Background: an optimization exercise with open tools, aiming at small area, a short achievable clock period and few clock cycles per item. Do not read the settings as production practice. Function was checked by simulation only, so behaviour that the tests miss may differ from the original. No driver is modelled on the clock port, so clocking that relies on it looks cheaper here than on a real chip. Power figures rest on the tool's default switching activity, not on a simulated workload.

<file path="run.sh">
#!/bin/bash
# synth_recipe.tcl (not shown) runs the flow's synth.tcl, then flattens the netlist and writes it again
# the make line also repeats each setting of config.mk as NAME=value (left out here)
make -C /OpenROAD-flow-scripts/flow DESIGN_CONFIG=/design/flow/config.mk WORK_HOME=/design/flow/orfs CLKGATE_MAP_FILE= SYNTH_SCRIPT=/design/flow/synth_recipe.tcl finish
</file>
<file path="config.mk">
export PLATFORM = sky130hd
export DESIGN_NAME = rt_lpm
export DESIGN_NICKNAME = rt_lpm
export VERILOG_FILES = /design/flow/design.v
export SDC_FILE = /design/flow/constraint.sdc
export NUM_CORES = 4
export LEC_CHECK = 0
export CAP_MARGIN = 20
export CORE_MARGIN = 2
export CORE_UTILIZATION = 40
export SLEW_MARGIN = 20
</file>
<file path="constraint.sdc">
create_clock -name core_clock -period 35.0 [get_ports {clk}]
set_input_delay 7.0000 -clock core_clock [delete_from_list [all_inputs] [get_ports {clk}]]
set_output_delay 7.0000 -clock core_clock [all_outputs]
set_load 0.01 [all_outputs]
</file>
<file path="design.v">
module rt_lpm #(
    parameter ROUTE_CAP = 16,
    parameter NUM_IF    = 8
) (
    input  wire        clk,
    input  wire        rst,
    input  wire        in_valid,
    output wire        in_ready,
    input  wire [7:0]  in_opc,
    input  wire [7:0]  in_sel,
    input  wire [31:0] in_w0,
    input  wire [31:0] in_w1,
    input  wire [31:0] in_w2,
    output reg         out_valid,
    output reg  [7:0]  out_status,
    output reg  [31:0] out_w0,
    output reg  [31:0] out_w1,
    output reg  [31:0] out_w2,
    output reg         faulted
);
    localparam IFW = (NUM_IF > 1) ? $clog2(NUM_IF) : 1;
    localparam CW  = $clog2(ROUTE_CAP + 1);
    localparam [7:0] OPC_NOP    = 8'h00;
    localparam [7:0] OPC_RESET  = 8'h01;
    localparam [7:0] OPC_ADD    = 8'h50;
    localparam [7:0] OPC_LOOKUP = 8'h52;
    localparam [7:0] ST_OK         = 8'h00;
    localparam [7:0] ST_ILLEGAL    = 8'h01;
    localparam [7:0] ST_MALFORMED  = 8'h02;
    localparam [7:0] ST_BAD_IF     = 8'h03;
    localparam [7:0] ST_BAD_ARG    = 8'h04;
    function [31:0] len_mask;
        input [5:0] len;
        begin
            if (len == 6'd0)
                len_mask = 32'h0;
            else
                len_mask = ~(32'hffffffff >> len);
        end
    endfunction
    assign in_ready = !faulted;
    wire fire = in_valid && in_ready;
    reg            c_v;
    reg [7:0]      c_opc;
    reg [IFW-1:0]  c_ifx;        
    reg [1:0]      c_sel_hi;     
    reg [31:0]     c_w0;
    reg [31:0]     c_w1;
    reg [5:0]      c_len;        
    reg            c_nhv;        
    reg [6:0]      c_resv;       
    always @(posedge clk) begin
        if (rst)
            c_v <= 1'b0;
        else
            c_v <= fire;
        c_opc    <= in_opc;
        c_ifx    <= in_sel[IFW-1:0];
        c_sel_hi <= {|in_sel[7:5], |in_sel[4:IFW]};
        c_w0     <= in_w0;
        c_w1     <= in_w1;
        c_len    <= in_w2[5:0];
        c_nhv    <= in_w2[8];
        c_resv   <= {|in_w2[7:6],   |in_w2[12:9],  |in_w2[16:13],
                     |in_w2[20:17], |in_w2[24:21], |in_w2[28:25],
                     |in_w2[31:29]};
    end
    wire sel_nz  = (|c_sel_hi) || (|c_ifx);
    wire sel_bad = |c_sel_hi;              
    wire resv    = |c_resv;
    reg  [7:0] status;
    always @(*) begin
        case (c_opc)
            OPC_NOP, OPC_RESET, OPC_LOOKUP:
                status = sel_nz ? ST_MALFORMED : ST_OK;
            OPC_ADD:
                if (resv)
                    status = ST_MALFORMED;
                else if (sel_bad)
                    status = ST_BAD_IF;
                else if (c_len > 6'd32)
                    status = ST_BAD_ARG;
                else
                    status = ST_OK;
            default:
                status = ST_ILLEGAL;
        endcase
    end
    wire act       = c_v && !faulted;
    wire st_ok     = (status == ST_OK);
    wire do_reset  = act && st_ok && (c_opc == OPC_RESET);
    wire do_add    = act && st_ok && (c_opc == OPC_ADD);
    wire lk_ok     = st_ok && (c_opc == OPC_LOOKUP);
    reg [CW-1:0]   count;
    reg [5:0]      t_len [0:ROUTE_CAP-1];
    reg [31:0]     t_pfx [0:ROUTE_CAP-1];    
    reg            t_nhv [0:ROUTE_CAP-1];
    reg [31:0]     t_nh  [0:ROUTE_CAP-1];    
    reg [IFW-1:0]  t_ifx [0:ROUTE_CAP-1];
    reg [ROUTE_CAP-1:0] match;
    reg [ROUTE_CAP-1:0] same;
    integer i, b;
    always @(*) begin
        for (i = 0; i < ROUTE_CAP; i = i + 1) begin
            match[i] = (i < count) &&
                       (((c_w0 ^ t_pfx[i]) & len_mask(t_len[i])) == 32'd0);
            same[i]  = match[i] && (t_len[i] == c_len);
        end
    end
    wire same_found = |same;
    wire full       = (count == ROUTE_CAP);
    wire overflow   = do_add && !same_found && full;
    reg [ROUTE_CAP-1:0] wr;
    always @(*) begin
        for (i = 0; i < ROUTE_CAP; i = i + 1)
            wr[i] = do_add && (same[i] || (!same_found && count == i));
    end
    wire [31:0] add_key = c_w0 & len_mask(c_len);
    wire [31:0] add_nh  = c_nhv ? c_w1 : 32'd0;
    always @(posedge clk) begin
        for (i = 0; i < ROUTE_CAP; i = i + 1) begin
            if (wr[i]) begin
                t_len[i] <= c_len;
                t_pfx[i] <= add_key;
                t_nhv[i] <= c_nhv;
                t_nh[i]  <= add_nh;
                t_ifx[i] <= c_ifx;
            end
        end
    end
    always @(posedge clk) begin
        if (rst || do_reset)
            count <= {CW{1'b0}};
        else if (do_add && !same_found && !full)
            count <= count + 1'b1;
    end
    reg [ROUTE_CAP-1:0] cand;
    reg [ROUTE_CAP-1:0] with_bit;
    reg [5:0]           lk_len;
    always @(*) begin
        cand = match;
        for (b = 5; b >= 0; b = b - 1) begin
            for (i = 0; i < ROUTE_CAP; i = i + 1)
                with_bit[i] = cand[i] && t_len[i][b];
            lk_len[b] = |with_bit;
            if (lk_len[b])
                cand = with_bit;
        end
    end
    wire                 lk_hit = lk_ok && (|match);
    wire [ROUTE_CAP-1:0] pick   = lk_ok ? cand : {ROUTE_CAP{1'b0}};
    wire [5:0]           lk_lg  = lk_ok ? lk_len : 6'd0;
    reg            lk_nhv;
    reg [31:0]     lk_nh;
    reg [IFW-1:0]  lk_ifx;
    always @(*) begin
        lk_nhv = 1'b0;
        lk_nh  = 32'd0;
        lk_ifx = {IFW{1'b0}};
        for (i = 0; i < ROUTE_CAP; i = i + 1) begin
            lk_nhv = lk_nhv | (pick[i] & t_nhv[i]);
            lk_nh  = lk_nh  | ({32{pick[i]}} & t_nh[i]);
            lk_ifx = lk_ifx | ({IFW{pick[i]}} & t_ifx[i]);
        end
    end
    always @(posedge clk) begin
        if (rst) begin
            faulted   <= 1'b0;
            out_valid <= 1'b0;
        end else begin
            out_valid <= act && !overflow;
            if (act && overflow)
                faulted <= 1'b1;
        end
        out_status <= status;
        out_w0     <= {8'd0, {(8-IFW){1'b0}}, lk_ifx, 2'b00, lk_lg,
                       6'd0, lk_nhv, lk_hit};
        out_w1     <= lk_nh;
        out_w2     <= c_w0 & len_mask(lk_lg);
    end
endmodule
</file>
==> impl_results.md, run 1 <==
* Vias in the first global route at 46,000
* Place WS at between 20 and 30 ns
* FP Rows at approximately 150
* Core area at about 160,000 µm²
* Total CTS buffers at roughly 150
* Worst reg2reg setup slack at roughly 25 ns
* Slew HR at 12.6%
* Period Utilization, post-route at between 20% and 30%
* TritonRoute pass-1 iters at 8
* Cell count after synthesis at ~5,000
* Nets at around 5,300
* Via-to-Cell Ratio at approximately 6.6
* Fmax at a little over 100 MHz
* Most common cell after layout, fill and taps aside: edfxtp_1
* Critical Path Slowest Stage Cell: edfxtp_1
* Commonest register cell after synthesis: edfxtp_1
* Worst Skew at approximately 0.063 ns
* Layout cells sized above 1 at between 10% and 20%
* PwrDens at a little under 50 nW/µm²
* Ys Warns at 6
* Final hold viol count at 0
* Synth Register Bits at between 1,000 and 1,500
* RSZ-0062 raised after global routing: false
* Cts repair resizes at 0
* Final WS setup at approximately 25 ns
* Post-synth EDFFs at about 1,200
* Port Buffers at around 200
* DRC violations left at 0
* Netlist cell types at just over 100
* Commonest non-fill, non-tap cells in the layout: edfxtp_1 (1,184), xor2_1 (334), nand3_1 (333)
* Largest cells by area after synthesis: edfxtp_1 (56%), dfxtp_1 (5.6%), xor2_1 (4.6%)
* Clock sink total at roughly 1,400
* Crit path largest cell delay at 1.10 ns
* Longest Clk Path Bufs at 3
* Initial antenna violation count at 20
* Setup TNS Final at 0 ns
* Dpl hpwl at ~160,000 µm
* CTS Root Buffer Type: clkbuf_16
* VDD IR max at between 0.00005 and 0.00006 V
* Total grt overflow at 0
* Crit path time final at slightly below 10 ns
* GP Congestion at 1.05
* Placed Cells at 7,116
* Post-synth top area share at between 50 and 60%
* Synthesized cell area at 63,500 µm²
* WP data required at 35.74 ns
* Status: complete, no violations
* Post-synth ARST share at 0%
* # setup viols final at 0
* CP Max Fanout at 53
* Via count at around 49,000
* Clock latency on the worst-skew pair at ~0.83 ns
* Largest net degree at the start of global routing at between 60 and 70
* Global Route Usage Sum at between 30% and 40%
* Crit start category: flip-flop
* Post-Syn Area per Cell at 12.4 µm²
* Initial Util at approximately two fifths
* Die area at approximately 160,000 µm²
* First-pass GRT wire length at approximately 360,000 µm
* H-tree depth at 4
* DR iter-0 viols at roughly 7,600
* Routed wire length at around 260,000 µm
* Area Growth Syn to Fin at 15.3%
* Setup crit end kind: flip-flop
* Sequential share of the synthesized area at 61.6%
* Arrival time at the worst endpoint at between 10 and 15 ns
* WS Path Type: flip-flop to flip-flop
* Cell taking the most area after synthesis: edfxtp_1
* Ports at ~220
* Wire per inst at 35.5 µm
* Max Cap Viol at 0
* Leakage dissipation at between 20 and 25 nW
* Post-CTS setup repair buffer count at 0
* CP cell instances: a211oi_1 -> nor3b_1 -> or4_1 -> and4bb_2 -> and2_1 -> a2111oi_0 -> nand4_1 -> a2111oi_4 -> buf_4 -> o21ai_0 -> o32ai_1 -> or4_1 -> a211o_1 -> buf_4 -> inv_2 -> o221ai_1 -> o311ai_1 -> nor4_4 -> and2_4 -> or2_2 -> a221oi_1 -> nand4_1
* Final max-slew violation count at 0
* Hold WC Path Type: flip-flop to flip-flop
* Final non-filler cell total at ~7,400
* CTS Hold Bufs at 0
* Die Wd at slightly above 400 µm
* Die Y at slightly above 400 µm
* Detail Route Antenna Nets at 0
* CTS tree: built
* Worst slew pin tran at between 1 and 1.5 ns
* Reg clk slew, reported paths at 0.06 ns
==> final cells by class <==
type                       instances  area (µm²)
fill                           14000       84800
sequential                      1361       39100
multi-input combinational       3251       22800
clock buffer                     215        4350
timing repair buffer             348        3250
tap                             2072        2590
clock inverter                    62         795
inverter                          86         323
antenna                            4        10.0
==> sequential cells by signal (all words and copies together) (netlist names), 2 cells and up <==
signal      flops
t_nh          512
c_w1           32
c_resv          7
c_w0           32
t_nhv          16
count           5
t_ifx          48
out_w2         32
c_ifx           3
c_opc           8
out_w1         32
out_w0         11
c_len           6
t_pfx         512
out_status      3
c_sel_hi        2
t_len          96
==> metal layers <==
| metal | wire (µm) | GRT usage (%) | up-vias | share of wire [%] |
|---|---|---|---|---|
| met1 | 98300 | 41.0 | 24200 | 37 |
| li1 | - | - | 19800 | - |
| met2 | 115000 | 48.0 | 3722 | 44 |
| met3 | 30100 | 7.50 | 901 | 11 |
| met4 | 18800 | 19.9 | 18 | 7.2 |
| met5 | 208 | 0 | - | 0.079 |
==> power breakdown <==
part	total [mW]	switching [mW]	internal, mW
clock network	1.64	0.702	0.936
logic	0.169	0.121	0.0485
registers	1.78	0.00771	1.77
total	3.58	0.830	2.75
==> cells by family (layout without fill, tap and decap cells) <==
logic type               count (synthesis)  after routing  share of synthesized area, %
AND/OR/NAND/NOR                       1393           1393                          12.5
flip-flops                            1361           1361                          61.6
AO/OA/AOI/OAI                         1215           1215                          13.7
XOR/XNOR                               609            609                          8.40
buffers and inverters                  537            711                          3.77
adder cells (fa/ha/maj)                  6              6                         0.106
multiplexers                             2              2                        0.0335
other                                    1             30                       0.00590
==> path summary, 6_finish.rpt <==
check / startpoint / cells past startpoint / end
worst min-delay path: c_v$_SDFF_PP0_ / 2 / out_valid$_SDFF_PP0_
worst min register to register: c_v$_SDFF_PP0_ / 2 / out_valid$_SDFF_PP0_
worst max-delay path: t_len[7][0]$_DFFE_PP_ / 22 / out_w1[9]$_DFF_P_
worst max register to register: t_len[7][0]$_DFFE_PP_ / 22 / out_w1[9]$_DFF_P_
==> stage by stage <==
step           util, %  area (µm²)  power (mW)  hold WS, ns
4_1_cts           46.3       73200        3.59        0.493
3_5_place_dp      43.0       68000        1.98        0.484
3_3_place_gp      42.9       67800        1.97        0.486
6_report          46.3       73200        3.58        0.485
2_1_floorplan        -       63600        1.88        0.433
5_1_grt           46.3       73200        3.66        0.516
==> worst max-delay path, delay by kind of cell (launching register included) <==
kind / cells / cell delay (ns)
flip-flops: 1 / 1.10
buffers and inverters: 3 / 1.01
AO/OA/AOI/OAI: 9 / 3.06
AND/OR/NAND/NOR: 10 / 4.30
==> synthesized netlist by cell type, types with 16 or more instances <==
| cell | number |
|---|---|
| nor3_1 | 67 |
| xnor2_1 | 275 |
| nor2_1 | 159 |
| a221oi_1 | 125 |
| buf_1 | 32 |
| o32ai_1 | 16 |
| o2111ai_1 | 26 |
| clkbuf_1 | 276 |
| nor3b_1 | 153 |
| or4_1 | 25 |
| o211a_1 | 29 |
| o21ai_0 | 172 |
| nor2b_1 | 22 |
| nand4_1 | 76 |
| nand3_1 | 334 |
| or2_2 | 27 |
| buf_6 | 18 |
| a21oi_1 | 194 |
| xor2_1 | 334 |
| o31ai_1 | 17 |
| or3_1 | 29 |
| dfxtp_1 | 177 |
| edfxtp_1 | 1184 |
| nand2_1 | 127 |
| a211oi_1 | 58 |
| a31oi_1 | 32 |
| o22ai_1 | 192 |
| buf_2 | 91 |
| and3_1 | 162 |
| and4_1 | 16 |
| o21a_1 | 57 |
| a21o_1 | 23 |
| inv_1 | 84 |
| buf_4 | 34 |
| a21boi_0 | 25 |
| o211ai_1 | 46 |
| and2_1 | 68 |
| a221oi_2 | 30 |
| nor4_1 | 61 |
Testbench counts, summed over its fixed seeds: cycles 24,016, items 24,000.
==> run 2: changes to the inputs <==
--- a/design.v
+++ b/design.v
@@ -39,5 +39,30 @@
         end
     endfunction
-    assign in_ready = !faulted;
+    function pfx_match;
+        input [31:0] x;
+        input [5:0]  len;
+        reg   [3:0]  bz;        
+        reg   [2:0]  nb;        
+        reg   [7:0]  pb;        
+        integer g;
+        begin
+            for (g = 0; g < 4; g = g + 1)
+                bz[g] = (x[31-8*g -: 8] == 8'd0);
+            nb = len[5:3];
+            pfx_match = 1'b1;
+            for (g = 0; g < 4; g = g + 1)
+                if (g < nb && !bz[g])
+                    pfx_match = 1'b0;
+            case (len[4:3])
+                2'd0: pb = x[31:24];
+                2'd1: pb = x[23:16];
+                2'd2: pb = x[15:8];
+                default: pb = x[7:0];
+            endcase
+            if (!len[5] && ((pb & ~(8'hff >> len[2:0])) != 8'd0))
+                pfx_match = 1'b0;
+        end
+    endfunction
+    assign in_ready = !faulted && !fault_pend;
     wire fire = in_valid && in_ready;
     reg            c_v;
@@ -87,5 +112,6 @@
         endcase
     end
-    wire act       = c_v && !faulted;
+    reg  fault_pend;      
+    wire act       = c_v && !faulted && !fault_pend;
     wire st_ok     = (status == ST_OK);
     wire do_reset  = act && st_ok && (c_opc == OPC_RESET);
@@ -103,6 +129,5 @@
     always @(*) begin
         for (i = 0; i < ROUTE_CAP; i = i + 1) begin
-            match[i] = (i < count) &&
-                       (((c_w0 ^ t_pfx[i]) & len_mask(t_len[i])) == 32'd0);
+            match[i] = (i < count) && pfx_match(c_w0 ^ t_pfx[i], t_len[i]);
             same[i]  = match[i] && (t_len[i] == c_len);
         end
@@ -116,5 +141,4 @@
             wr[i] = do_add && (same[i] || (!same_found && count == i));
     end
-    wire [31:0] add_key = c_w0 & len_mask(c_len);
     wire [31:0] add_nh  = c_nhv ? c_w1 : 32'd0;
     always @(posedge clk) begin
@@ -122,5 +146,5 @@
             if (wr[i]) begin
                 t_len[i] <= c_len;
-                t_pfx[i] <= add_key;
+                t_pfx[i] <= c_w0;
                 t_nhv[i] <= c_nhv;
                 t_nh[i]  <= add_nh;
@@ -135,9 +159,26 @@
             count <= count + 1'b1;
     end
+    reg                 s_v;
+    reg [2:0]           s_status;
+    reg [ROUTE_CAP-1:0] s_match;     
+    reg [31:0]          s_dst;
+    always @(posedge clk) begin
+        if (rst) begin
+            s_v        <= 1'b0;
+            fault_pend <= 1'b0;
+        end else begin
+            s_v <= act && !overflow;
+            if (act && overflow)
+                fault_pend <= 1'b1;
+        end
+        s_status <= status[2:0];
+        s_match  <= lk_ok ? match : {ROUTE_CAP{1'b0}};
+        s_dst    <= c_w0;
+    end
     reg [ROUTE_CAP-1:0] cand;
     reg [ROUTE_CAP-1:0] with_bit;
     reg [5:0]           lk_len;
     always @(*) begin
-        cand = match;
+        cand = s_match;
         for (b = 5; b >= 0; b = b - 1) begin
             for (i = 0; i < ROUTE_CAP; i = i + 1)
@@ -148,7 +189,5 @@
         end
     end
-    wire                 lk_hit = lk_ok && (|match);
-    wire [ROUTE_CAP-1:0] pick   = lk_ok ? cand : {ROUTE_CAP{1'b0}};
-    wire [5:0]           lk_lg  = lk_ok ? lk_len : 6'd0;
+    wire lk_hit = |s_match;
     reg            lk_nhv;
     reg [31:0]     lk_nh;
@@ -159,7 +198,7 @@
         lk_ifx = {IFW{1'b0}};
         for (i = 0; i < ROUTE_CAP; i = i + 1) begin
-            lk_nhv = lk_nhv | (pick[i] & t_nhv[i]);
-            lk_nh  = lk_nh  | ({32{pick[i]}} & t_nh[i]);
-            lk_ifx = lk_ifx | ({IFW{pick[i]}} & t_ifx[i]);
+            lk_nhv = lk_nhv | (cand[i] & t_nhv[i]);
+            lk_nh  = lk_nh  | ({32{cand[i]}} & t_nh[i]);
+            lk_ifx = lk_ifx | ({IFW{cand[i]}} & t_ifx[i]);
         end
     end
@@ -169,13 +208,13 @@
             out_valid <= 1'b0;
         end else begin
-            out_valid <= act && !overflow;
-            if (act && overflow)
+            out_valid <= s_v && !faulted;
+            if (fault_pend)
                 faulted <= 1'b1;
         end
-        out_status <= status;
-        out_w0     <= {8'd0, {(8-IFW){1'b0}}, lk_ifx, 2'b00, lk_lg,
+        out_status <= {5'd0, s_status};
+        out_w0     <= {8'd0, {(8-IFW){1'b0}}, lk_ifx, 2'b00, lk_len,
                        6'd0, lk_nhv, lk_hit};
         out_w1     <= lk_nh;
-        out_w2     <= c_w0 & len_mask(lk_lg);
+        out_w2     <= s_dst & len_mask(lk_len);
     end
 endmodule
--- a/config.mk
+++ b/config.mk
@@ -8,4 +8,5 @@
 export CAP_MARGIN = 20
 export CORE_MARGIN = 2
-export CORE_UTILIZATION = 40
+export CORE_UTILIZATION = 60
+export PLACE_DENSITY = 0.7
 export SLEW_MARGIN = 20
==> impl_results.md, run 2 <==
* Top Registers: t_nh: 512 flops, t_pfx: 512 flops, t_len: 96 flops
* CP Max Fanout at 48
* Routed met3 length at 29,600 µm
* Synth Register Bits at around 1,400
* Cell taking the most area after synthesis: edfxtp_1
* PwrDens at 50.1 nW/µm²
* CTS Root Buffer Type: clkbuf_16
* Setup TNS Final at 0 ns
* Routed wire length at 204,000 µm
* Crit path time final at ~9.7 ns
* Worst reg2reg setup slack at approximately 25 ns
* Total CTS buffers at around 150
* Longest Clk Path Bufs at 3
* H-tree depth at 4
* Post-synth top area share at between 50% and 60%
* Clock sink total at 1,414
* Hold depth at 0
* VDD IR max at ~0.000052 V
* Nets at roughly 4,900
* Cts repair resizes at 0
* Dpl hpwl at between 100,000 and 150,000 µm
* Top cells by count, synth: edfxtp_1 (1,184), a22oi_1 (456), xor2_1 (345)
* Worst Path Buf+Inv at 8
* CTS Hold Bufs at 0
* Most common cell in the netlist: edfxtp_1
* Number of fill cells at 7,184
* Die Y at about 320 µm
* Worst slew pin tran at ~1.2 ns
* Slew HR at between 10% and 20%
* Via-to-Cell Ratio at roughly 7.0
* Most common cell after layout, fill and taps aside: edfxtp_1
* RSZ-0062 raised after global routing: false
* First-pass GRT wire length at slightly below 300,000 µm
* Post-CTS setup repair buffer count at 0
* WP data required at about 36 ns
* CP Depth at 28
* Commonest register cell after synthesis: edfxtp_1
* Netlist cell types at between 80 and 90
* Hold WC Path Type: flip-flop to flip-flop
* Period Utilization, post-route at between 20% and 30%
* Met2 Routed Length at 86,800 µm
* # setup viols final at 0
* Worst R2R End: out_w1[6]$_DFF_P_
* Die Wd at about 320 µm
* Highest Signal Layer: met5
* Crit start category: flip-flop
* Fmax at 104 MHz
* Cell count after synthesis at roughly 4,700
* DP Area at around 65,000 µm²
* Total grt overflow at 0
* Post-Route Hold Slack at 0.327 ns
* Synthesized cell area at roughly 60,000 µm²
* Clock latency on the worst-skew pair at about 0.79 ns
* Sequential share of the synthesized area at between 60% and 70%
* Global Route Usage Sum at about two fifths
* Ys Warns at 6
* Arrival time at the worst endpoint at a little over 10 ns
* Leakage dissipation at approximately 23 nW
* FP Rows at between 100 and 150
* Core area at slightly above 100,000 µm²
* Largest net degree at the start of global routing at 62
* Port Buffers at between 150 and 200
* Vias in the first global route at about 42,000
* Final WS setup at about 25 ns
* Post-Syn Area per Cell at 13.1 µm²
* Crit path largest cell delay at roughly 0.66 ns
* WS Path Type: flip-flop to flip-flop
* Hold_sp: s_status[2]$_DFF_P_
* Largest cells by area after synthesis: edfxtp_1 (58%), dfxtp_1 (7.5%), a22oi_1 (5.6%)
* Max Cap Viol at 0
* Wire per inst at ~32 µm
* Reg clk slew, reported paths at 0.06 ns
* Post-synth EDFFs at between 1,000 and 1,500
* Detail Route Antenna Nets at 0
* TritonRoute pass-1 iters at 10
* GP Congestion at 0.991
* Ports at ~220
* Die area at between 100,000 and 150,000 µm²
* Worst path top cell family by delay: compound AO/OA/AOI/OAI gates
* Status: complete, no violations
* CTS tree: built
* Commonest non-fill, non-tap cells in the layout: edfxtp_1 (1,184), a22oi_1 (456), xor2_1 (345)
* Initial antenna violation count at 7
* Area Growth Syn to Fin at 13.1%
* Post-synth ARST share at 0%
* Final hold viol count at 0
* Worst Skew at about 0.032 ns
* Via count at about 44,000
* Layout cells sized above 1 at 9.04%
* Cell area after layout at roughly 70,000 µm²
* Critical Path Slowest Stage Cell: and4_4
* R2R depth at 28
* Initial Util at between 60% and 70%
* FF-to-FF Start: t_len[7][5]$_DFFE_PP_
* Worst Hold End: out_status[2]$_DFF_P_
* Final max-slew violation count at 0
* Setup crit end kind: flip-flop
* Final core occ at between 60% and 70%
* Place WS at around 25 ns
* DRC violations left at 0
* Metal1 wirelength at 77,800 µm
* DR iter-0 viols at approximately 7,400
-- run 2: changes by cell type after synthesis, sizes merged, moves of 47 or more --
cell and delta:
nor4 +47, and3 -153, nor3b -146, nand2 +168
nand3 -270, dfxtp +53, o22ai -149, a21oi -49
buf -72, a22o +50, o21ai -59, a22oi +441
a221oi -97
-- run 2: routing by layer --
layer,up-vias,GRT usage [%]
li1,18400,-
met1,21600,54.2
met2,3717,55.2
met3,670,10.5
met4,9,16.9
met5,-,0.906
-- run 2: where the power goes --
group / internal (mW) / switching (mW)
registers: 1.83 / 0.00870
logic: 0.0410 / 0.0821
clock network: 0.869 / 0.660
-- run 2: area by class of cell --
| type | instances | area, µm² | share of cell area [%] |
|---|---|---|---|
| diodes | 1 | 2.50 | 0.00359 |
| clock buffers | 191 | 3930 | 5.63 |
| clock inverters | 76 | 723 | 1.04 |
| inverters | 57 | 214 | 0.307 |
| multi-input cells | 2895 | 20100 | 28.9 |
| flip-flops and latches | 1414 | 40200 | 57.7 |
| well taps | 1368 | 1710 | 2.46 |
| repair buffers | 301 | 2750 | 3.94 |
-- run 2: cell families (layout without fill, tap and decap cells) --
group	count (synthesis)	count (layout)	share of synthesized area (%)
flops	1414	1414	65.2
buf+inv	404	625	2.80
fa+ha+maj	3	3	0.0610
mux	20	20	0.614
compound gates	1228	1228	14.3
other cells	1	27	0.00609
simple gates	1005	1005	8.33
xor+xnor	613	613	8.72
-- run 2: per-stage QoR --
step	power, mW	instances
finish	3.49	6303
CTS	3.49	6302
global route	3.57	6302
detailed placement	1.99	6035
floorplan	1.94	4713
global placement	1.99	6035
-- run 2: worst max path at each step --
stage | from | to | slack, ns
2_1_floorplan | c_w0[2]$_DFF_P_ | t_ifx[14][0]$_DFFE_PP_ | 26.17
3_3_place_gp | t_len[7][5]$_DFFE_PP_ | out_w1[14]$_DFF_P_ | 25.75
3_5_place_dp | t_len[7][5]$_DFFE_PP_ | out_w1[3]$_DFF_P_ | 25.46
4_1_cts | t_len[7][5]$_DFFE_PP_ | out_w1[6]$_DFF_P_ | 25.40
5_1_grt | t_len[7][5]$_DFFE_PP_ | out_w1[9]$_DFF_P_ | 24.94
6_report | t_len[7][5]$_DFFE_PP_ | out_w1[6]$_DFF_P_ | 25.34
Testbench counts of run 2, summed over its fixed seeds: cycles 24,024, items 24,000.
==> run 3: changes to the inputs <==
--- a/design.v
+++ b/design.v
@@ -67,5 +67,5 @@
     wire fire = in_valid && in_ready;
     reg            c_v;
-    reg [7:0]      c_opc;
+    reg            c_nop, c_reset, c_add, c_lookup;    
     reg [IFW-1:0]  c_ifx;        
     reg [1:0]      c_sel_hi;     
@@ -80,5 +80,8 @@
         else
             c_v <= fire;
-        c_opc    <= in_opc;
+        c_nop    <= (in_opc == OPC_NOP);
+        c_reset  <= (in_opc == OPC_RESET);
+        c_add    <= (in_opc == OPC_ADD);
+        c_lookup <= (in_opc == OPC_LOOKUP);
         c_ifx    <= in_sel[IFW-1:0];
         c_sel_hi <= {|in_sel[7:5], |in_sel[4:IFW]};
@@ -96,26 +99,24 @@
     reg  [7:0] status;
     always @(*) begin
-        case (c_opc)
-            OPC_NOP, OPC_RESET, OPC_LOOKUP:
-                status = sel_nz ? ST_MALFORMED : ST_OK;
-            OPC_ADD:
-                if (resv)
-                    status = ST_MALFORMED;
-                else if (sel_bad)
-                    status = ST_BAD_IF;
-                else if (c_len > 6'd32)
-                    status = ST_BAD_ARG;
-                else
-                    status = ST_OK;
-            default:
-                status = ST_ILLEGAL;
-        endcase
+        if (c_nop || c_reset || c_lookup)
+            status = sel_nz ? ST_MALFORMED : ST_OK;
+        else if (c_add) begin
+            if (resv)
+                status = ST_MALFORMED;
+            else if (sel_bad)
+                status = ST_BAD_IF;
+            else if (c_len > 6'd32)
+                status = ST_BAD_ARG;
+            else
+                status = ST_OK;
+        end else
+            status = ST_ILLEGAL;
     end
     reg  fault_pend;      
     wire act       = c_v && !faulted && !fault_pend;
     wire st_ok     = (status == ST_OK);
-    wire do_reset  = act && st_ok && (c_opc == OPC_RESET);
-    wire do_add    = act && st_ok && (c_opc == OPC_ADD);
-    wire lk_ok     = st_ok && (c_opc == OPC_LOOKUP);
+    wire do_reset  = act && st_ok && c_reset;
+    wire do_add    = act && st_ok && c_add;
+    wire lk_ok     = st_ok && c_lookup;
     reg [CW-1:0]   count;
     reg [5:0]      t_len [0:ROUTE_CAP-1];
@@ -159,7 +160,22 @@
             count <= count + 1'b1;
     end
+    reg [ROUTE_CAP-1:0] cand1;
+    reg [ROUTE_CAP-1:0] with_bit1;
+    reg [5:4]           lk_len1;
+    always @(*) begin
+        cand1 = lk_ok ? match : {ROUTE_CAP{1'b0}};
+        for (b = 5; b >= 4; b = b - 1) begin
+            for (i = 0; i < ROUTE_CAP; i = i + 1)
+                with_bit1[i] = cand1[i] && t_len[i][b];
+            lk_len1[b] = |with_bit1;
+            if (lk_len1[b])
+                cand1 = with_bit1;
+        end
+    end
     reg                 s_v;
     reg [2:0]           s_status;
-    reg [ROUTE_CAP-1:0] s_match;     
+    reg                 s_hit;
+    reg [ROUTE_CAP-1:0] s_cand;      
+    reg [5:4]           s_len;
     reg [31:0]          s_dst;
     always @(posedge clk) begin
@@ -173,5 +189,7 @@
         end
         s_status <= status[2:0];
-        s_match  <= lk_ok ? match : {ROUTE_CAP{1'b0}};
+        s_hit    <= lk_ok && (|match);
+        s_cand   <= cand1;
+        s_len    <= lk_len1;
         s_dst    <= c_w0;
     end
@@ -180,6 +198,7 @@
     reg [5:0]           lk_len;
     always @(*) begin
-        cand = s_match;
-        for (b = 5; b >= 0; b = b - 1) begin
+        cand = s_cand;
+        lk_len[5:4] = s_len;
+        for (b = 3; b >= 0; b = b - 1) begin
             for (i = 0; i < ROUTE_CAP; i = i + 1)
                 with_bit[i] = cand[i] && t_len[i][b];
@@ -189,5 +208,5 @@
         end
     end
-    wire lk_hit = |s_match;
+    wire lk_hit = s_hit;
     reg            lk_nhv;
     reg [31:0]     lk_nh;
==> impl_results.md, run 3 <==
* Status: complete, no violations
* FF-to-FF Start: t_len[1][3]$_DFFE_PP_
* Netlist cell types at 91
* Dpl hpwl at between 100,000 and 150,000 µm
* Largest cells by area after synthesis: edfxtp_1 (61%), dfxtp_1 (7.8%), xor2_1 (5.2%)
* Clock sink total at between 1,000 and 1,500
* VDD IR max at 0.0000482 V
* Ys Warns at 6
* Number of fill cells at between 6,000 and 7,000
* Longest Clk Path Bufs at 3
* Psw at about 0.75 mW
* DRC violations left at 0
* Commonest non-fill, non-tap cells in the layout: edfxtp_1 (1,184), xor2_1 (346), xnor2_1 (267)
* DR iter-0 viols at about 5,100
* Final non-filler cell total at between 5,000 and 6,000
* Max Cap Viol at 0
* Vias in the first global route at approximately 37,000
* Main combinational cell family by area after synthesis: compound AO/OA/AOI/OAI gates
* H-tree depth at 4
* Highest Signal Layer: met5
* Cell taking the most area after synthesis: edfxtp_1
* Metal1 wirelength at a little under 70,000 µm
* Initial Util at roughly 61%
* Met2 Routed Length at approximately 78,000 µm
* Routed met3 length at about 19,000 µm
* Power Total at roughly 3.5 mW
* Post-synthesis adder-cell area fraction at 0.0639%
* Hold depth at 0
* Ports at around 220
* RSZ-0062 raised after global routing: false
* Most common cell in the netlist: edfxtp_1
* Post-synth top area share at 60.5%
* FP Rows at between 100 and 150
* Top cells by count, synth: edfxtp_1 (1,184), xor2_1 (346), xnor2_1 (267)
* Simple-gate share of the synthesized area at between 7 and 8%
* Wire per inst at 30.1 µm
* Core area at 96,900 µm²
* Area Growth Syn to Fin at 14.0%
* Die Y at roughly 320 µm
* Post-CTS setup repair buffer count at 0
* Period Utilization, post-route at roughly a quarter
* Via-to-Cell Ratio at roughly 6.6
* GP Congestion at around 1.0
* Reg clk slew, reported paths at ~0.060 ns
* Post-synth ARST share at 0%
* Via count at approximately 38,000
* Crit start category: flip-flop
* Clock network fraction of total power at roughly 44%
* Port Buffers at 195
* WS Path Type: flip-flop to output port
* Cell count after synthesis at 4,184
* Hold_sp: s_status[1]$_DFF_P_
* First-pass GRT wire length at between 200,000 and 250,000 µm
* Die area at ~100,000 µm²
* Total grt overflow at 0
* R2R depth at 18
* Layout cells sized above 1 at roughly a tenth
* Post-Syn Area per Cell at approximately 14 µm²
* DP Area at slightly above 60,000 µm²
* Worst slew pin tran at between 1 and 1.5 ns
* Worst Hold End: out_status[1]$_DFF_P_
* CTS Root Buffer Type: clkbuf_16
* Slew HR at about a quarter
* Worst Skew at 0.0323 ns
* Die Wd at approximately 320 µm
* Switching share of power at between 20% and 30%
* Share of the synthesized netlist area taken by xor and xnor gates at around 9%
* Detail Route Antenna Nets at 0
* CP Max Fanout at 4
* TritonRoute pass-1 iters at 11
* Most common cell after layout, fill and taps aside: edfxtp_1
* Placed Cells at ~5,500
* Largest net degree at the start of global routing at 64
* Routed wire length at 173,000 µm
* Initial antenna violation count at 3
* Crit path time final at just under 9 ns
* Multiplexer share of the synthesized area at less than 1%
* Final core occ at approximately 69%
* Comb pwr share at roughly 3.3%
* Total CTS buffers at 144
* Fmax at between 100 and 150 MHz
* Post-synth EDFFs at around 1,200
* # setup viols final at 0
* Global Route Usage Sum at approximately a third
* Worst reg2reg setup slack at about 27 ns
* CTS tree: built
* CTS Hold Bufs at 0
* Worst R2R End: out_w1[5]$_DFF_P_
* Post-synthesis compound-gate area fraction at 11.8%
* Top Registers: t_nh: 512 flops, t_pfx: 512 flops, t_len: 96 flops
* Final hold viol count at 0
* Cell area after layout at 67,000 µm²
* PwrDens at 52.5 nW/µm²
* Arrival time at the worst endpoint at approximately 1.9 ns
* Setup TNS Final at 0 ns
* Leakage dissipation at 21.6 nW
* Reg power frac at 52.4%
* Synth Register Bits at 1,413
* Cts repair resizes at 0
* Pint at about 2.8 mW
* Final max-slew violation count at 0
* Commonest register cell after synthesis: edfxtp_1
* Setup crit end kind: output port
* Nets at approximately 4,500
* Sequential share of the synthesized area at 68.3%
* Synthesized cell area at between 50,000 and 60,000 µm²
* Clock latency on the worst-skew pair at 0.78 ns
* WP data required at 28.00 ns
* Hold WC Path Type: flip-flop to flip-flop
[run 3: metrics by stage]
| step | setup WS (ns) | hold slack, ns |
|---|---|---|
| after floorplan | 26.95 | 0.310 |
| after global placement | 26.59 | 0.317 |
| after detailed placement | 26.58 | 0.315 |
| after CTS | 26.09 | 0.338 |
| after global routing | 26.07 | 0.342 |
| final | 26.13 | 0.338 |
[run 3: layout make-up]
| class | instances | area (µm²) | share of cell area, % |
|---|---|---|---|
| sequential | 1413 | 40200 | 60.0 |
| inverter | 67 | 251 | 0.376 |
| multi-input combinational | 2421 | 17300 | 25.8 |
| clock buffer | 206 | 4100 | 6.13 |
| clock inverter | 63 | 749 | 1.12 |
| tap | 1276 | 1600 | 2.38 |
| timing repair buffer | 302 | 2810 | 4.19 |
| antenna | 3 | 7.51 | 0.0112 |
[run 3: cells by family after synthesis]
group                      after synthesis
muxes                                   24
buffers and inverters                  375
adders and majority gates                3
other                                    1
DFF                                   1413
AOI/OAI and AO/OA                      923
and+or+nand+nor                        832
xor gates and xnor gates               613
[run 3: power by group through the flow]
stage	combinational, mW	sequential (mW)	clock, mW
floorplan	0.0679	1.87	0
CTS	0.116	1.84	1.57
detailed placement	0.115	1.88	0
finish	0.117	1.84	1.56
global placement	0.113	1.88	0
global route	0.125	1.84	1.64
[run 3: how the worst max path moves through the flow]
stage / start / cells past startpoint / end
after floorplan: c_w0[15]$_DFF_P_ / 17 / t_ifx[1][0]$_DFFE_PP_
after global placement: rst / 4 / count[2]$_SDFFE_PP0P_
after detailed placement: rst / 4 / count[2]$_SDFFE_PP0P_
after CTS: faulted$_SDFFE_PP0P_ / 2 / in_ready
after global routing: faulted$_SDFFE_PP0P_ / 2 / in_ready
final: faulted$_SDFFE_PP0P_ / 2 / in_ready
[run 3: layer usage]
metal,vias up,global-route usage (%)
li1,16400,-
met1,19000,48.3
met2,2451,52.7
met3,415,8.16
met4,2,13.6
met5,-,0
[run 3: critical path: stages (launching register included)]
cell and delay (ns):
dfxtp_1 0.34, nor2_1 0.17, clkdlybuf4s50_1 0.58
Testbench counts of run 3, summed over its fixed seeds: cycles 24,024, items 24,000.
==> run 4: changes to the inputs <==
==> flow/run.sh (new file) <==
#!/bin/bash
set -euo pipefail
export BUFFER_PORTS_ARGS="-buffer_cell sky130_fd_sc_hd__buf_1"
bash standard.sh finish > standard_flow.log 2>&1
==> standard.sh (new file) <==
#!/bin/bash
# synth_recipe.tcl (not shown) runs the flow's synth.tcl, then flattens the netlist and writes it again
# the make line also repeats each setting of config.mk as NAME=value (left out here)
make -C /OpenROAD-flow-scripts/flow DESIGN_CONFIG=/design/flow/config.mk WORK_HOME=/design/flow/orfs CLKGATE_MAP_FILE= SYNTH_SCRIPT=/design/flow/synth_recipe.tcl "${@:-finish}"
removed: run.sh
==> impl_results.md, run 4 <==
* Total grt overflow at 0
* Most common cell in the netlist: edfxtp_1
* Critical Path Slowest Stage Cell: dfxtp_1
* Arrival time at the worst endpoint at 1.44 ns
* Worst R2R End: t_nh[0][4]$_DFFE_PP_
* CP Max Fanout at 4
* Initial antenna violation count at 5
* Setup crit start: faulted$_SDFFE_PP0P_
* Main combinational cell family by area after synthesis: compound AO/OA/AOI/OAI gates
* Vias in the first global route at between 30,000 and 40,000
* Hold depth at 0
* Setup crit end kind: output port
* Synthesized cell area at just under 60,000 µm²
* Most common cell after layout, fill and taps aside: edfxtp_1
* Final core occ at between 60% and 70%
* Longest Clk Path Bufs at 3
* Slew HR at 23.0%
* Post-Syn Area per Cell at 14.0 µm²
* Post-synthesis compound-gate area fraction at approximately an eighth
* Largest cells by area after synthesis: edfxtp_1 (61%), dfxtp_1 (7.8%), xor2_1 (5.2%)
* Crit start category: flip-flop
* Clock sink total at 1,413
* Simple-gate share of the synthesized area at 7.26%
* Largest net degree at the start of global routing at 63
* # setup viols final at 0
* Post-CTS setup repair buffer count at 0
* Worst Hold End: out_status[2]$_DFF_P_
* Die area at between 100,000 and 150,000 µm²
* Worst reg2reg setup slack at between 20 and 30 ns
* Area of the multi-input gates at roughly 17,000 µm²
* VDD IR max at 0.0000498 V
* Max Cap Viol at 0
* Post-synthesis adder-cell area fraction at 0.0639%
* CP cell instances: nor2_1 -> buf_1
* Hold_sp: s_status[2]$_DFF_P_
* Dpl hpwl at 107,000 µm
* Cts repair resizes at 0
* Crit path time final at roughly 8.4 ns
* Top Registers: t_nh: 512 flops, t_pfx: 512 flops, t_len: 96 flops
* Nets at around 4,500
* Fmax at ~120 MHz
* Reg clk slew, reported paths at about 0.06 ns
* Ys Warns at 6
* Post-synth ARST share at 0%
* Commonest register cell after synthesis: edfxtp_1
* PwrDens at roughly 53 nW/µm²
* Via-to-Cell Ratio at between 6 and 7
* Detail Route Antenna Nets at 0
* Die Y at ~320 µm
* Core area at a little under 100,000 µm²
* Top cells by count, synth: edfxtp_1 (1,184), xor2_1 (346), xnor2_1 (267)
* First-pass GRT wire length at roughly 240,000 µm
* Cell count after synthesis at 4,184
* Wire per inst at 29.9 µm
* R2R depth at 16
* Die Wd at between 300 and 400 µm
* Setup TNS Final at 0 ns
* Cell taking the most area after synthesis: edfxtp_1
* Period Utilization, post-route at about 24%
* Post-synth top area share at between 60% and 70%
* Crit path largest cell delay at about 0.34 ns
* Sequential Area at roughly 40,000 µm²
* Area Growth Syn to Fin at 11.7%
* TritonRoute pass-1 iters at 9
* Total CTS buffers at about 140
* Status: complete, no violations
* GP Congestion at around 1.1
* Clock latency on the worst-skew pair at a little under 0.8 ns
* CTS Hold Bufs at 0
* H-tree depth at 4
* Commonest non-fill, non-tap cells in the layout: edfxtp_1 (1,184), xor2_1 (346), xnor2_1 (267)
* DRC violations left at 0
* WP data required at ~28 ns
* Post-synth EDFFs at between 1,000 and 1,500
* Number of fill cells at about 6,800
* FF-to-FF Start: c_w0[9]$_DFF_P_
* Ports at approximately 220
* CTS Root Buffer Type: clkbuf_16
* Worst slew pin tran at roughly 1.2 ns
* Leakage dissipation at between 20 and 25 nW
* Sequential share of the synthesized area at approximately two thirds
* Worst Skew at about 0.035 ns
* DR iter-0 viols at about 5,400
* RSZ-0062 raised after global routing: false
* Netlist cell types at between 90 and 100
* Multiplexer share of the synthesized area at 0.607%
* Hold WC Path Type: flip-flop to flip-flop
* WS Path Type: flip-flop to output port
* Via count at between 30,000 and 40,000
* Layout cells sized above 1 at 10.1%
* CTS tree: built
* Final hold viol count at 0
* Port Buffers at slightly below 200
* FP Rows at ~110
* Final max-slew violation count at 0
* Routed wire length at around 170,000 µm
* Synth Register Bits at 1,413
* Share of the synthesized netlist area taken by xor and xnor gates at a little under a tenth
* Global Route Usage Sum at 34.0%
* Initial Util at between 60% and 70%
-- run 4: cell counts after synthesis --
Identical to the previous run, type by type.
-- run 4: worst max-delay path by stage --
stage,to,slack [ns]
global route,in_ready,26.47
detailed placement,count[2]$_SDFFE_PP0P_,26.99
finish,in_ready,26.56
global placement,count[2]$_SDFFE_PP0P_,27.01
CTS,in_ready,26.52
floorplan,t_ifx[1][0]$_DFFE_PP_,26.95
-- run 4: stage by stage --
stage	hold slack (ns)	power (mW)	instances	setup slack (ns)	area, µm²
finish	0.329	3.49	5748	26.56	65600
global route	0.332	3.57	5746	26.47	65600
CTS	0.328	3.50	5746	26.52	65600
detailed placement	0.314	1.98	5479	26.99	60800
global placement	0.311	1.98	5478	27.01	60800
floorplan	0.310	1.94	4209	26.95	58800
-- run 4: where the power goes --
group / internal, mW / leakage, nW / total [mW] / switching (mW)
Clock: 0.898 / 2.34 / 1.54 / 0.645
Combinational: 0.0341 / 6.55 / 0.106 / 0.0718
Sequential: 1.83 / 12.1 / 1.84 / 0.0162
Total: 2.76 / 21.0 / 3.49 / 0.733
-- run 4: layer usage --
metal	global-route usage, %	part of all wire (%)
met1	48.9	40
met5	0	0
met3	6.53	10
met2	51.4	45
met4	14.3	4.1
-- run 4: area by class of cell --
| cell class | count | share of cell area, % |
|---|---|---|
| sequential | 1413 | 61.3 |
| inverter | 67 | 0.383 |
| clock inverter | 56 | 0.923 |
| timing repair buffer | 302 | 2.34 |
| tap | 1276 | 2.43 |
| antenna | 2 | 0.00763 |
| multi-input combinational | 2421 | 26.3 |
| clock buffer | 211 | 6.35 |
-- run 4: cell families (layout without fill, tap and decap cells) --
kind of cell,count (synthesis),after routing
flops,1413,1413
xor+xnor,613,613
other cells,1,28
simple gates,832,832
compound gates,923,923
fa+ha+maj,3,3
buf+inv,375,636
mux,24,24
-- run 4: critical path, delay by kind of cell (launching register included) --
| kind | cells | cell delay [ns] |
|---|---|---|
| buf+inv | 1 | 0.17 |
| flops | 1 | 0.34 |
| simple gates | 1 | 0.18 |
==> run 5: changes to the inputs <==
--- a/design.v
+++ b/design.v
@@ -64,6 +64,7 @@
         end
     endfunction
-    assign in_ready = !faulted && !fault_pend;
-    wire fire = in_valid && in_ready;
+    reg  rdy;
+    assign in_ready = rdy;
+    wire fire = in_valid && rdy;
     reg            c_v;
     reg            c_nop, c_reset, c_add, c_lookup;    
@@ -188,4 +189,5 @@
                 fault_pend <= 1'b1;
         end
+        rdy <= rst || !(faulted || fault_pend || (act && overflow));
         s_status <= status[2:0];
         s_hit    <= lk_ok && (|match);
--- a/config.mk
+++ b/config.mk
@@ -9,4 +9,7 @@
 export CORE_MARGIN = 2
 export CORE_UTILIZATION = 60
+export CTS_BUF_LIST = sky130_fd_sc_hd__clkbuf_16
+export CTS_CLUSTER_DIAMETER = 100
+export CTS_CLUSTER_SIZE = 20
 export PLACE_DENSITY = 0.7
 export SLEW_MARGIN = 20
==> impl_results.md, run 5 <==
* R2R depth at 18
* CP Max Fanout at 3
* Arrival time at the worst endpoint at roughly 1.2 ns
* TritonRoute pass-1 iters at 8
* FF-to-FF Start: t_len[0][3]$_DFFE_PP_
* Die Wd at roughly 320 µm
* Vias in the first global route at approximately 38,000
* Initial antenna violation count at 6
* Post-CTS setup repair buffer count at 0
* Post-synth ARST share at 0%
* Worst Path Buf+Inv at 1
* Critical Path Slowest Stage Cell: dfxtp_1
* Reg clk slew, reported paths at 0.08 ns
* Final max-slew violation count at 0
* Post-synth EDFFs at between 1,000 and 1,500
* Core area at around 100,000 µm²
* Layout cells sized above 1 at ~7.5%
* Power Total at between 2 and 3 mW
* Hold_sp: s_hit$_DFF_P_
* WP data required at 28.00 ns
* Area Growth Syn to Fin at 7.63%
* Post-synth top area share at between 50% and 60%
* Port Buffers at between 150 and 200
* Global Route Usage Sum at between 30 and 40%
* Hold WC Path Type: flip-flop to flip-flop
* CTS tree: built
* Longest Clk Path Bufs at 3
* Netlist cell types at 100
* Ys Warns at 6
* Hold depth at 0
* Detail Route Antenna Nets at 0
* Cell count after synthesis at roughly 4,700
* Cts repair resizes at 0
* Worst path top cell family by delay: flip-flops
* Setup TNS Final at 0 ns
* Total CTS buffers at between 80 and 90
* Clock sink total at 1,414
* Worst Skew at 0.0428 ns
* Dpl hpwl at about 120,000 µm
* Crit path largest cell delay at approximately 0.36 ns
* Via-to-Cell Ratio at ~6.6
* GP Congestion at 1.07
* Number of fill cells at ~7,500
* Largest net degree at the start of global routing at 65
* Sequential share of the synthesized area at between 60% and 70%
* Synthesized cell area at between 60,000 and 70,000 µm²
* Crit path time final at a little over 8 ns
* Final core occ at ~65%
* Routed wire length at around 190,000 µm
* Setup crit end kind: output port
* Synth Register Bits at 1,414
* Commonest register cell after synthesis: edfxtp_1
* Cell taking the most area after synthesis: edfxtp_1
* H-tree depth at 3
* Period Utilization, post-route at around a quarter
* Top cells by count, synth: edfxtp_1 (1,184), nand2_1 (539), nor2_1 (412)
* Nets at between 4,000 and 5,000
* Most common cell in the netlist: edfxtp_1
* Status: complete, no violations
* Worst Hold End: out_w0[0]$_DFF_P_
* Slew HR at around 25%
* Via count at between 40,000 and 50,000
* Fmax at ~120 MHz
* Post-Syn Area per Cell at ~13 µm²
* Worst slew pin tran at 1.12 ns
* Commonest non-fill, non-tap cells in the layout: edfxtp_1 (1,184), nand2_1 (539), nor2_1 (411)
* Final non-filler cell total at around 6,200
* CP cell instances: buf_1
* # setup viols final at 0
* Leakage dissipation at 21.6 nW
* RSZ-0062 raised after global routing: false
* Final hold viol count at 0
* Die Y at ~320 µm
* DR iter-0 viols at slightly below 6,000
* CTS Hold Bufs at 0
* PwrDens at 45.1 nW/µm²
* VDD IR max at 0.0000504 V
* Wire per inst at 30.0 µm
* Crit start category: flip-flop
* Diodes inserted at 0
* Top Registers: t_nh: 512 flops, t_pfx: 512 flops, t_len: 96 flops
* Clock latency on the worst-skew pair at around 0.72 ns
* Initial Util at around three fifths
* Total grt overflow at 0
* Max Cap Viol at 0
* Largest cells by area after synthesis: edfxtp_1 (59%), dfxtp_1 (7.6%), xnor2_1 (4.6%)
* Ports at around 220
* WS Path Type: flip-flop to output port
* FP Rows at about 120
* First-pass GRT wire length at 264,000 µm
* Most common cell after layout, fill and taps aside: edfxtp_1
* CTS Root Buffer Type: clkbuf_16
* DRC violations left at 0
* Die area at slightly above 100,000 µm²
* Worst reg2reg setup slack at 27.59 ns
* Worst R2R End: out_w1[21]$_DFF_P_
* Placed Cells at 6,015
-- run 5: cell count changes after synthesis, sizes merged, moves of 49 or more --
cell and change:
a221oi -68, a22o -142, buf +49, nor2 +216, xnor2 +49, nand2 +359
-- run 5: cell type report --
cell class,instances,area [µm²],share of cell area [%]
Multi-Input combinational cell,2922,19100,29.3
Timing Repair Buffer,311,1620,2.47
Sequential cell,1414,40200,61.6
Tap cell,1298,1620,2.49
Clock buffer,83,2080,3.18
Inverter,70,265,0.406
Clock inverter,70,400,0.613
-- run 5: cell families (layout without fill, tap and decap cells) --
| logic type | after synthesis | after routing | synth area share (%) |
|---|---|---|---|
| adder cells (fa/ha/maj) | 4 | 4 | 0.0784 |
| buffers and inverters | 385 | 534 | 2.94 |
| AO/OA/AOI/OAI | 782 | 782 | 9.68 |
| XOR/XNOR | 616 | 616 | 8.89 |
| multiplexers | 50 | 50 | 1.20 |
| flip-flops | 1414 | 1414 | 66.2 |
| AND/OR/NAND/NOR | 1444 | 1444 | 11.0 |
| other | 1 | 26 | 0.00618 |
-- run 5: power by group --
part,switching [mW],internal (mW),leakage (nW)
sequential,0.0147,1.83,12.6
combinational,0.0751,0.0350,7.59
clock,0.553,0.441,1.42
total,0.643,2.30,21.6
-- run 5: worst max-delay path by stage --
stage / cells after the start / end / startpoint
after global routing: 1 / faulted / faulted$_SDFFE_PP0P_
after global placement: 4 / c_reset$_DFF_P_ / in_opc[5]
after detailed placement: 4 / c_reset$_DFF_P_ / in_opc[5]
after CTS: 1 / faulted / faulted$_SDFFE_PP0P_
final: 1 / faulted / faulted$_SDFFE_PP0P_
after floorplan: 13 / t_ifx[7][0]$_DFFE_PP_ / c_w0[4]$_DFF_P_
-- run 5: per-layer routing --
layer  GRT usage, %  wire, µm
met5              0        36
met4           15.0      9090
met3           6.70     21500
met2           54.1     82700
met1           50.1     71600
-- run 5: per-stage QoR --
stage          setup slack [ns]  instance area, µm²  hold WS [ns]
4_1_cts                   26.71               65300         0.338
2_1_floorplan             25.63               60800         0.310
5_1_grt                   26.70               65300         0.344
3_5_place_dp              27.08               62800         0.320
3_3_place_gp              27.08               62800         0.312
6_report                  26.76               65300         0.336
Testbench counts of run 5, summed over its fixed seeds: cycles 24,024, items 24,000.
==> run 6: changes to the inputs <==
--- a/config.mk
+++ b/config.mk
@@ -8,8 +8,8 @@
 export CAP_MARGIN = 20
 export CORE_MARGIN = 2
-export CORE_UTILIZATION = 60
+export CORE_UTILIZATION = 70
 export CTS_BUF_LIST = sky130_fd_sc_hd__clkbuf_16
 export CTS_CLUSTER_DIAMETER = 100
 export CTS_CLUSTER_SIZE = 20
-export PLACE_DENSITY = 0.7
+export PLACE_DENSITY = 0.8
 export SLEW_MARGIN = 20
==> impl_results.md, run 6 <==
* Synth Register Bits at about 1,400
* Status: complete, no violations
* Longest Clk Path Bufs at 3
* Die area at about 89,000 µm²
* Crit start category: flip-flop
* FF-to-FF Start: t_len[6][3]$_DFFE_PP_
* Cell taking the most area after synthesis: edfxtp_1
* Fmax at around 120 MHz
* Total grt overflow at 0
* Worst Skew at between 0.03 and 0.04 ns
* Clock sink total at between 1,000 and 1,500
* CTS tree: built
* Max Cap Viol at 0
* Wire per inst at 31.6 µm
* Ports at approximately 220
* R2R depth at 20
* Vias in the first global route at ~40,000
* Slew HR at around 20%
* Commonest non-fill, non-tap cells in the layout: edfxtp_1 (1,184), nand2_1 (539), nor2_1 (410)
* TritonRoute pass-1 iters at 7
* Detail Route Antenna Nets at 0
* CTS Hold Bufs at 0
* Die Wd at between 200 and 300 µm
* Worst Path Buf+Inv at 1
* Setup crit end kind: output port
* Sequential share of the synthesized area at 66.2%
* Post-synth top area share at 58.6%
* Most common cell in the netlist: edfxtp_1
* Post-CTS setup repair buffer count at 0
* Die Y at around 300 µm
* Initial antenna violation count at 8
* Core area at roughly 86,000 µm²
* Leakage dissipation at 21.6 nW
* Routed wire length at about 190,000 µm
* Ys Warns at 6
* Worst R2R End: out_w0[16]$_DFF_P_
* Worst slew pin tran at 1.21 ns
* DRC violations left at 0
* Total CTS buffers at 81
* Commonest register cell after synthesis: edfxtp_1
* CP cell instances: buf_1
* Cts repair resizes at 0
* Initial Util at a little under three quarters
* Hold_sp: s_status[2]$_DFF_P_
* Crit path time final at 8.27 ns
* Synthesized cell area at 60,700 µm²
* Netlist cell types at 100
* WS Path Type: flip-flop to output port
* Top cells by count, synth: edfxtp_1 (1,184), nand2_1 (539), nor2_1 (412)
* Period Utilization, post-route at 23.6%
* CP Max Fanout at 3
* Hold depth at 0
* Post-synth ARST share at 0%
* Via count at 42,000
* Crit path largest cell delay at about 0.37 ns
* FP Rows at between 100 and 150
* CTS Root Buffer Type: clkbuf_16
* Post-Syn Area per Cell at roughly 13 µm²
* Nets at about 4,900
* Global Route Usage Sum at a little over two fifths
* Critical Path Slowest Stage Cell: dfxtp_1
* Most common cell after layout, fill and taps aside: edfxtp_1
* Port Buffers at between 150 and 200
* Area Growth Syn to Fin at 7.19%
* Via-to-Cell Ratio at 6.99
* VDD IR max at slightly above 0.00005 V
* Worst path top cell family by delay: flip-flops
* Hold WC Path Type: flip-flop to flip-flop
* Final max-slew violation count at 0
* # setup viols final at 0
* Dpl hpwl at between 100,000 and 150,000 µm
* Final hold viol count at 0
* DR iter-0 viols at approximately 7,300
* Largest net degree at the start of global routing at 65
* CP Depth at 1
* PwrDens at about 45 nW/µm²
* First-pass GRT wire length at approximately 270,000 µm
* WP data required at around 28 ns
* Diodes inserted at 0
* Arrival time at the worst endpoint at around 1.3 ns
* Top Registers: t_nh: 512 flops, t_pfx: 512 flops, t_len: 96 flops
* Clock latency on the worst-skew pair at approximately 0.70 ns
* Layout cells sized above 1 at ~7.4%
* GP Congestion at 1.10
* Worst Hold End: out_status[2]$_DFF_P_
* Setup TNS Final at 0 ns
* Post-synth EDFFs at 1,184
* Largest cells by area after synthesis: edfxtp_1 (59%), dfxtp_1 (7.6%), xnor2_1 (4.6%)
* H-tree depth at 3
* RSZ-0062 raised after global routing: false
* Cell count after synthesis at between 4,000 and 5,000
* Reg clk slew, reported paths at about 0.080 ns
* Post-Route Hold Slack at roughly 0.34 ns
* Worst reg2reg setup slack at about 28 ns
## run 6: cell families (layout without fill, tap and decap cells)
family                     after synthesis  in the layout  share of synthesized area, %
and+or+nand+nor                       1444           1444                          11.0
DFF                                   1414           1414                          66.2
AOI/OAI and AO/OA                      782            782                          9.68
xor gates and xnor gates               616            616                          8.89
buffers and inverters                  385            527                          2.94
muxes                                   50             50                          1.20
adders and majority gates                4              4                        0.0784
other                                    1             26                       0.00618
## run 6: how the worst max path moves through the flow
stage / slack (ns) / endpoint / from
floorplan: 25.63 / t_ifx[7][0]$_DFFE_PP_ / c_w0[4]$_DFF_P_
global placement: 27.09 / c_reset$_DFF_P_ / in_opc[5]
detailed placement: 27.07 / c_reset$_DFF_P_ / in_opc[5]
CTS: 26.73 / faulted / faulted$_SDFFE_PP0P_
global route: 26.68 / faulted / faulted$_SDFFE_PP0P_
finish: 26.73 / faulted / faulted$_SDFFE_PP0P_
## run 6: cell type report
class                      instances  area (µm²)
clock buffer                      82        2050
clock inverter                    68         375
fill                            5278       20500
inverter                          70         265
multi-input combinational       2922       19100
sequential                      1414       40200
tap                             1144        1430
timing repair buffer             307        1590
## run 6: metal layers
metal	vias to the layer above	part of all wire, %	track usage, %
met5	-	0.021	0
met4	6	5.8	20.4
met3	635	14	10.8
met2	3473	44	63.8
met1	20400	35	58.2
li1	17500	-	-
## run 6: stage by stage
| step | cell area, µm² | total power [mW] | util (%) | cells | worst slack (ns) |
|---|---|---|---|---|---|
| final | 65000 | 2.94 | 76.0 | 6007 | 26.73 |
| after global routing | 65000 | 3.00 | 76.0 | 6007 | 26.68 |
| after CTS | 65000 | 2.93 | 76.0 | 6006 | 26.73 |
| after detailed placement | 62600 | 1.99 | 73.1 | 5856 | 27.07 |
| after global placement | 62600 | 1.98 | 73.1 | 5856 | 27.09 |
| after floorplan | 60800 | 1.94 | - | 4721 | 25.63 |
## run 6: power by group
part / internal [mW] / switching (mW)
clock network: 0.435 / 0.549
registers: 1.83 / 0.0159
logic: 0.0350 / 0.0752
==> run 7: changes to the inputs <==
==> flow/run.sh (replaced) <==
#!/bin/bash
set -euo pipefail
export BUFFER_PORTS_ARGS="-buffer_cell sky130_fd_sc_hd__buf_1"
export PRE_CTS_TCL="$(pwd)/flow/size_outputs.tcl"
bash standard.sh finish > standard_flow.log 2>&1
==> flow/size_outputs.tcl (new file) <==
# Hook run before CTS: make the output ports faster to drive. Each output
# port's buffer becomes a buf_2 and the flip-flop that feeds it (if any) the
# _2 strength of the same flip-flop type. Only drive strengths change.
set block [ord::get_db_block]
set nbuf 0
set nff 0
foreach bterm [$block getBTerms] {
  if {[$bterm getIoType] != "OUTPUT"} { continue }
  set net [$bterm getNet]
  if {$net == "NULL"} { continue }
  foreach iterm [$net getITerms] {
    if {![$iterm isOutputSignal]} { continue }
    set buf [$iterm getInst]
    set bmaster [[$buf getMaster] getName]
    if {[string match "sky130_fd_sc_hd__buf_*" $bmaster] && $bmaster != "sky130_fd_sc_hd__buf_2"} {
      replace_cell [$buf getName] sky130_fd_sc_hd__buf_2
      incr nbuf
    }
    foreach it2 [$buf getITerms] {
      if {![$it2 isInputSignal]} { continue }
      set n2 [$it2 getNet]
      if {$n2 == "NULL"} { continue }
      foreach it3 [$n2 getITerms] {
        if {![$it3 isOutputSignal]} { continue }
        set drv [$it3 getInst]
        set dm [[$drv getMaster] getName]
        if {[regexp {^(sky130_fd_sc_hd__dfxtp)_1$} $dm -> base]} {
          replace_cell [$drv getName] ${base}_2
          incr nff
        }
      }
    }
  }
}
puts "size_outputs: $nbuf port buffers, $nff flip-flops resized"
--- a/config.mk
+++ b/config.mk
@@ -8,8 +8,8 @@
 export CAP_MARGIN = 20
 export CORE_MARGIN = 2
-export CORE_UTILIZATION = 70
+export CORE_UTILIZATION = 60
 export CTS_BUF_LIST = sky130_fd_sc_hd__clkbuf_16
 export CTS_CLUSTER_DIAMETER = 100
 export CTS_CLUSTER_SIZE = 20
-export PLACE_DENSITY = 0.8
+export PLACE_DENSITY = 0.7
 export SLEW_MARGIN = 20
==> impl_results.md, run 7 <==
* Hold WC Path Type: flip-flop to flip-flop
* Worst path top cell family by delay: flip-flops
* Clock sink total at between 1,000 and 1,500
* Post-synth EDFFs at 1,184
* Initial Util at approximately three fifths
* Netlist cell types at 100
* RSZ-0062 raised after global routing: false
* PwrDens at between 40 and 50 nW/µm²
* Final max-slew violation count at 0
* Routed wire length at 185,000 µm
* Cts repair resizes at 0
* Setup crit end kind: output port
* Reg clk slew, reported paths at around 0.08 ns
* Ys Warns at 6
* GP Congestion at about 1.1
* Arrival time at the worst endpoint at roughly 1.2 ns
* Max Cap Viol at 0
* Top Registers: t_nh: 512 flops, t_pfx: 512 flops, t_len: 96 flops
* Via count at ~41,000
* TritonRoute pass-1 iters at 8
* Die area at about 100,000 µm²
* Core area at 100,000 µm²
* Via-to-Cell Ratio at about 6.6
* Worst Skew at ~0.041 ns
* CP cell instances: buf_2
* Layout cells sized above 1 at around 11%
* Critical Path Slowest Stage Cell: dfxtp_2
* Largest cells by area after synthesis: edfxtp_1 (59%), dfxtp_1 (7.6%), xnor2_1 (4.6%)
* DR iter-0 viols at around 6,000
* Clock latency on the worst-skew pair at 0.72 ns
* CTS Hold Bufs at 0
* Top cells by count, synth: edfxtp_1 (1,184), nand2_1 (539), nor2_1 (412)
* Most common cell in the netlist: edfxtp_1
* VDD IR max at between 0.00005 and 0.00006 V
* Cell count after synthesis at 4,696
* Met2 Routed Length at 82,900 µm
* WS Path Type: flip-flop to output port
* Post-synth top area share at between 50 and 60%
* Period Utilization, post-route at 23.4%
* Highest Signal Layer: met5
* Commonest non-fill, non-tap cells in the layout: edfxtp_1 (1,184), nand2_1 (539), nor2_1 (411)
* Most common cell after layout, fill and taps aside: edfxtp_1
* First-pass GRT wire length at around 260,000 µm
* DRC violations left at 0
* Port Buffers at ~200
* WP data required at around 28 ns
* Commonest register cell after synthesis: edfxtp_1
* Die Y at about 320 µm
* Global Route Usage Sum at ~35%
* Nets at a little under 5,000
* Setup TNS Final at 0 ns
* Area Growth Syn to Fin at 7.96%
* Leakage dissipation at 22.0 nW
* Place WS at about 27 ns
* Post-Syn Area per Cell at 12.9 µm²
* Total CTS buffers at between 80 and 90
* # setup viols final at 0
* Final WS setup at about 27 ns
* Worst Path Buf+Inv at 1
* Crit path time final at ~8 ns
* Crit path largest cell delay at between 0.3 and 0.4 ns
* Metal1 wirelength at 71,800 µm
* Worst slew pin tran at roughly 1.2 ns
* Cell taking the most area after synthesis: edfxtp_1
* Ports at roughly 220
* Fmax at 122 MHz
* Crit start category: flip-flop
* Detail Route Antenna Nets at 0
* Dpl hpwl at roughly 120,000 µm
* Sequential share of the synthesized area at 66.2%
* Final hold viol count at 0
* Die Wd at 322 µm
* Largest net degree at the start of global routing at 65
* CTS tree: built
* Diodes inserted at 0
* Post-CTS setup repair buffer count at 0
* Status: complete, no violations
* Post-synth ARST share at 0%
* Wire per inst at roughly 30 µm
* FP Rows at between 100 and 150
* Routed met3 length at between 20,000 and 25,000 µm
* CP Max Fanout at 3
* Synthesized cell area at 60,700 µm²
* Synth Register Bits at ~1,400
* Vias in the first global route at roughly 38,000
* Slew HR at 22.8%
* Initial antenna violation count at 6
* Total grt overflow at 0
-- run 7: kinds of logic (layout without fill, tap and decap cells) --
logic type,count (synthesis),after routing,synth area share [%]
other cells,1,26,0.00618
mux,50,50,1.20
buf+inv,385,534,2.94
compound gates,782,782,9.68
flops,1414,1414,66.2
simple gates,1444,1444,11.0
xor+xnor,616,616,8.89
fa+ha+maj,4,4,0.0784
-- run 7: through the flow --
| step | std cells | util (%) | area, µm² | hold WS [ns] | total power, mW |
|---|---|---|---|---|---|
| 6_report | 6168 | 65.4 | 65500 | 0.335 | 2.94 |
| 5_1_grt | 6168 | 65.4 | 65500 | 0.336 | 3.02 |
| 4_1_cts | 6168 | 65.4 | 65500 | 0.334 | 2.95 |
| 3_5_place_dp | 6015 | 62.7 | 62800 | 0.320 | 1.99 |
| 3_3_place_gp | 6013 | 62.7 | 62800 | 0.312 | 1.99 |
| 2_1_floorplan | 4721 | - | 60800 | 0.310 | 1.94 |
-- run 7: final timing paths --
check / end / slack [ns] / startpoint / cells past startpoint
max: faulted / 26.83 / faulted$_SDFFE_PP0P_ / 1
min: out_w0[0]$_DFF_P_ / 0.33 / s_hit$_DFF_P_ / 0
max reg2reg: out_w1[21]$_DFF_P_ / 27.56 / t_len[0][3]$_DFFE_PP_ / 18
min reg2reg: out_w0[0]$_DFF_P_ / 0.33 / s_hit$_DFF_P_ / 0
-- run 7: power by group --
group	total (mW)	internal, mW	switching, mW
clock	0.994	0.441	0.553
sequential	1.84	1.83	0.0148
combinational	0.110	0.0350	0.0751
-- run 7: layer usage --
layer	up-vias	track usage, %
li1	17500	-
met1	20300	50.1
met2	2797	54.1
met3	453	6.70
met4	6	15.0
met5	-	0
-- run 7: cell type report --
type | count | area (µm²)
clock buffer | 83 | 2080
clock inverter | 70 | 400
timing repair buffer | 311 | 1720
multi-input combinational | 2922 | 19100
inverter | 70 | 265
fill | 7457 | 34700
sequential | 1414 | 40300
tap | 1298 | 1620

==> what the ideal ports hide <==
How much do the figures lean on ideal ports? The routed layouts below were timed once more, with nothing changed but the port constraints. Step 1 sets driving cells, clkbuf_16 on the clock port and buf_2 on the other inputs (assumed; they add their load-dependent delay and slew). Step 2 times the ports against the registers' clock, not the clock port: input delays grow and output delays shrink by t, the midpoint of the rising clock arrivals with the driver on. a / b / c = no drivers / after step 1 / after step 2; a / b = the first two.
run | shift t [ns] | slack for setup (ns) | hold WS [ns] | latest minus earliest clock arrival (ns) | worst data-port slew with drivers (ns)
run 1 | 0.879 | 25.351 / 25.351 / 25.351 | 0.485 / 0.485 / 0.485 | 0.063 / 0.063 | 0.10
run 2 | 0.847 | 25.341 / 25.341 / 25.341 | 0.327 / 0.327 / 0.327 | 0.033 / 0.033 | 0.06
run 3 | 0.837 | 26.131 / 26.062 / 26.579 | 0.338 / 0.338 / 0.338 | 0.032 / 0.032 | 0.06
run 4 | 0.824 | 26.561 / 26.491 / 26.970 | 0.329 / 0.329 / 0.329 | 0.035 / 0.035 | 0.05
run 5 | 0.770 | 26.755 / 26.684 / 27.054 | 0.336 / 0.336 / 0.336 | 0.043 / 0.043 | 0.04
run 6 | 0.754 | 26.734 / 26.663 / 27.014 | 0.339 / 0.339 / 0.339 | 0.040 / 0.040 | 0.04
run 7 | 0.772 | 26.826 / 26.754 / 27.054 | 0.335 / 0.335 / 0.335 | 0.043 / 0.043 | 0.04
After both steps setup and hold are still met in every run listed.
